Source: an optimization exercise on an open RTL-to-GDS flow (aim: small area and a short achievable clock period). Production flows keep margins and buffers that such runs may drop. Only simulation tests tie the RTL to the original design; equivalence was not proved. Power figures rest on the tool's default switching activity, not on a simulated workload.

== the reference run ==
## ess_rx_codec
module ess_rx_codec (
    input  wire        clk,
    input  wire        rst,           
    input  wire        rx_valid,
    input  wire [31:0] rx_word,
    output reg         rx_rsp_valid,
    output reg  [31:0] rx_rsp,
    input  wire        cmd_valid,
    input  wire [31:0] cmd_word,
    output reg         cmd_rsp_valid,
    output wire [31:0] cmd_rsp
);
clock: 10.0 ns
lec_check: 0
cap_margin: 20
core_margin: 2
core_utilization: 45
slew_margin: 20
tns_end_percent: 10
standard.sh (not shown) runs the stock make flow with config.mk's settings and CLKGATE_MAP_FILE= SYNTH_SCRIPT=/design/flow/synth_recipe.tcl, a recipe that flattens the netlist after the stock synthesis.
==> flow/flow/run.sh <==
#!/bin/bash
# Standard ORFS layout, with repair_timing aiming past the clock period's
# slack, buf_6 port buffers, and a CTS without dummy loads and with larger
# sink clusters.
set -euo pipefail
bash standard.sh \
  SETUP_SLACK_MARGIN=6.5 \
  "BUFFER_PORTS_ARGS=-buffer_cell sky130_fd_sc_hd__buf_6" \
  "CTS_ARGS=-sink_clustering_enable -repair_clock_nets -dont_use_dummy_load -sink_clustering_size 20 -sink_clustering_max_diameter 60" \
  finish > standard_make.log 2>&1
## Diff of input files: the trial run against the reference run
-- flow/design.v --
<<< the reference run, line 192
    wire c_take_ok = c_takes && !fifo_empty;
    wire [7:0] hd = hq[0];
    wire [7:0] c_byte = (c_parsef || c_packf) ? hd : c_d;
    wire do_dstep = cmd_valid && (c_parse  || (c_parsef && !fifo_empty));
    wire do_astep = cmd_valid && (c_pack   || (c_packf  && !fifo_empty));
    wire frame_done = (pst == P_AWAIT_END2) && (c_byte == EM2);
    wire ack_done   = (ast == A_GOT_AK1)    && (c_byte == AK2);
    wire [8:0] fill_m1 = fill - 9'd1;
    wire [8:0] fill_p1 = fill + 9'd1;
>>> the trial run, line 192
    wire c_take_ok = c_takes && !fifo_empty;
    wire [7:0] hd = hq[0];
    wire       c_sel_hd = c_s;
    wire [7:0] c_byte = c_sel_hd ? hd : c_d;
    wire b_sm  = c_sel_hd ? (hd == SM)  : (c_d == SM);
    wire b_em1 = c_sel_hd ? (hd == EM1) : (c_d == EM1);
    wire b_em2 = c_sel_hd ? (hd == EM2) : (c_d == EM2);
    wire b_ak1 = c_sel_hd ? (hd == AK1) : (c_d == AK1);
    wire b_ak2 = c_sel_hd ? (hd == AK2) : (c_d == AK2);
    wire pc_last = (pcount + 8'd1 == flen);
    wire do_dstep = cmd_valid && (c_parse  || (c_parsef && !fifo_empty));
    wire do_astep = cmd_valid && (c_pack   || (c_packf  && !fifo_empty));
    wire frame_done = (pst == P_AWAIT_END2) && b_em2;
    wire ack_done   = (ast == A_GOT_AK1)    && b_ak2;
    wire [8:0] fill_m1 = fill - 9'd1;
    wire [8:0] fill_p1 = fill + 9'd1;
<<< the reference run, line 387
                case (pst)
                    P_AWAIT_START: begin
                        if (c_byte == SM) begin
                            flen   <= len;
                            pcount <= 8'd0;
>>> the trial run, line 394
                case (pst)
                    P_AWAIT_START: begin
                        if (b_sm) begin
                            flen   <= len;
                            pcount <= 8'd0;
<<< the reference run, line 396
                    P_COLLECTING: begin
                        pcount <= pcount + 8'd1;
                        if (pcount + 8'd1 == flen) pst <= P_AWAIT_END1;
                    end
                    P_AWAIT_END1: begin
                        pst <= (c_byte == EM1) ? P_AWAIT_END2 : P_AWAIT_START;
                    end
                    P_AWAIT_END2: begin
                        pst <= P_AWAIT_START;
                        if (c_byte == EM2) fv <= 1'b1;
                    end
                endcase
>>> the trial run, line 403
                    P_COLLECTING: begin
                        pcount <= pcount + 8'd1;
                        if (pc_last) pst <= P_AWAIT_END1;
                    end
                    P_AWAIT_END1: begin
                        pst <= b_em1 ? P_AWAIT_END2 : P_AWAIT_START;
                    end
                    P_AWAIT_END2: begin
                        pst <= P_AWAIT_START;
                        if (b_em2) fv <= 1'b1;
                    end
                endcase
<<< the reference run, line 409
            if (do_astep) begin
                case (ast)
                    A_START:   if (c_byte == SM) ast <= A_GOT_SM;
                    A_GOT_SM:  ast <= (c_byte == AK1) ? A_GOT_AK1 : A_START;
                    default:   ast <= A_START;
                endcase
>>> the trial run, line 416
            if (do_astep) begin
                case (ast)
                    A_START:   if (b_sm) ast <= A_GOT_SM;
                    A_GOT_SM:  ast <= b_ak1 ? A_GOT_AK1 : A_START;
                    default:   ast <= A_START;
                endcase
==> comparison <==
Compared with the reference run, the trial run shows a number of cells after detailed placement that is 170 higher. Lower clock-buffer cell count goes to the trial run over the reference run. [the trial run vs the reference run] worst-case hold slack: higher in the trial run. As far as post-route total power is concerned, the reference run and the trial run perform about the same. Of the two candidates, the reference run has the better global-route wire length before repair and the trial run the worse one. Going from the reference run to the trial run, count of nets after finishing saw an increase; worst max-slew margin expressed relative to the limit grew by 0.66 points; routed via count divided by cell count flat. Any difference in required time reported for the critical path endpoint between the trial run and the reference run is small enough to ignore. On arithmetic-cell share of the synthesized area counting full adders, half adders and majority gates, the reference run tracks the trial run almost exactly. Against the reference run, detailed-route wire length in the trial run rose by a few percent. Higher last weighted congestion value of the routability-driven placer was reported by the trial run, not the reference run. Non-clock buffer count ends up lower on the reference run.

re-timing with driven ports:
How much do the figures lean on ideal ports? The routed layouts below were timed once more, with nothing changed but the port constraints. Step 1 (the two cells are an assumption about what drives the block):
set clk [get_ports {clk}]
set_driving_cell -lib_cell sky130_fd_sc_hd__clkbuf_16 $clk
set_driving_cell -lib_cell sky130_fd_sc_hd__buf_2 [delete_from_list [all_inputs] $clk]
Step 2 moves the port delays by t, midway between the first and last clock arrival at a register: inputs arrive t later, outputs are due t later. That takes back most of the time a late clock gives input paths. a / b / c = no drivers / after step 1 / after step 2; a / b = the first two.
run	t, ns	setup slack, ns	worst hold slack (ns)	pins driven straight from the clock port
the reference run	1.040	5.961 / 5.892 / 4.852	0.216 / 0.216 / 0.216	1
the trial run	1.043	6.041 / 5.889 / 4.846	0.269 / 0.269 / 0.269	1
After both steps every run listed still meets setup and hold. The setup slack of the trial run, which loses most, moves by -0.152 ns with the drivers and by -1.195 ns with both steps.
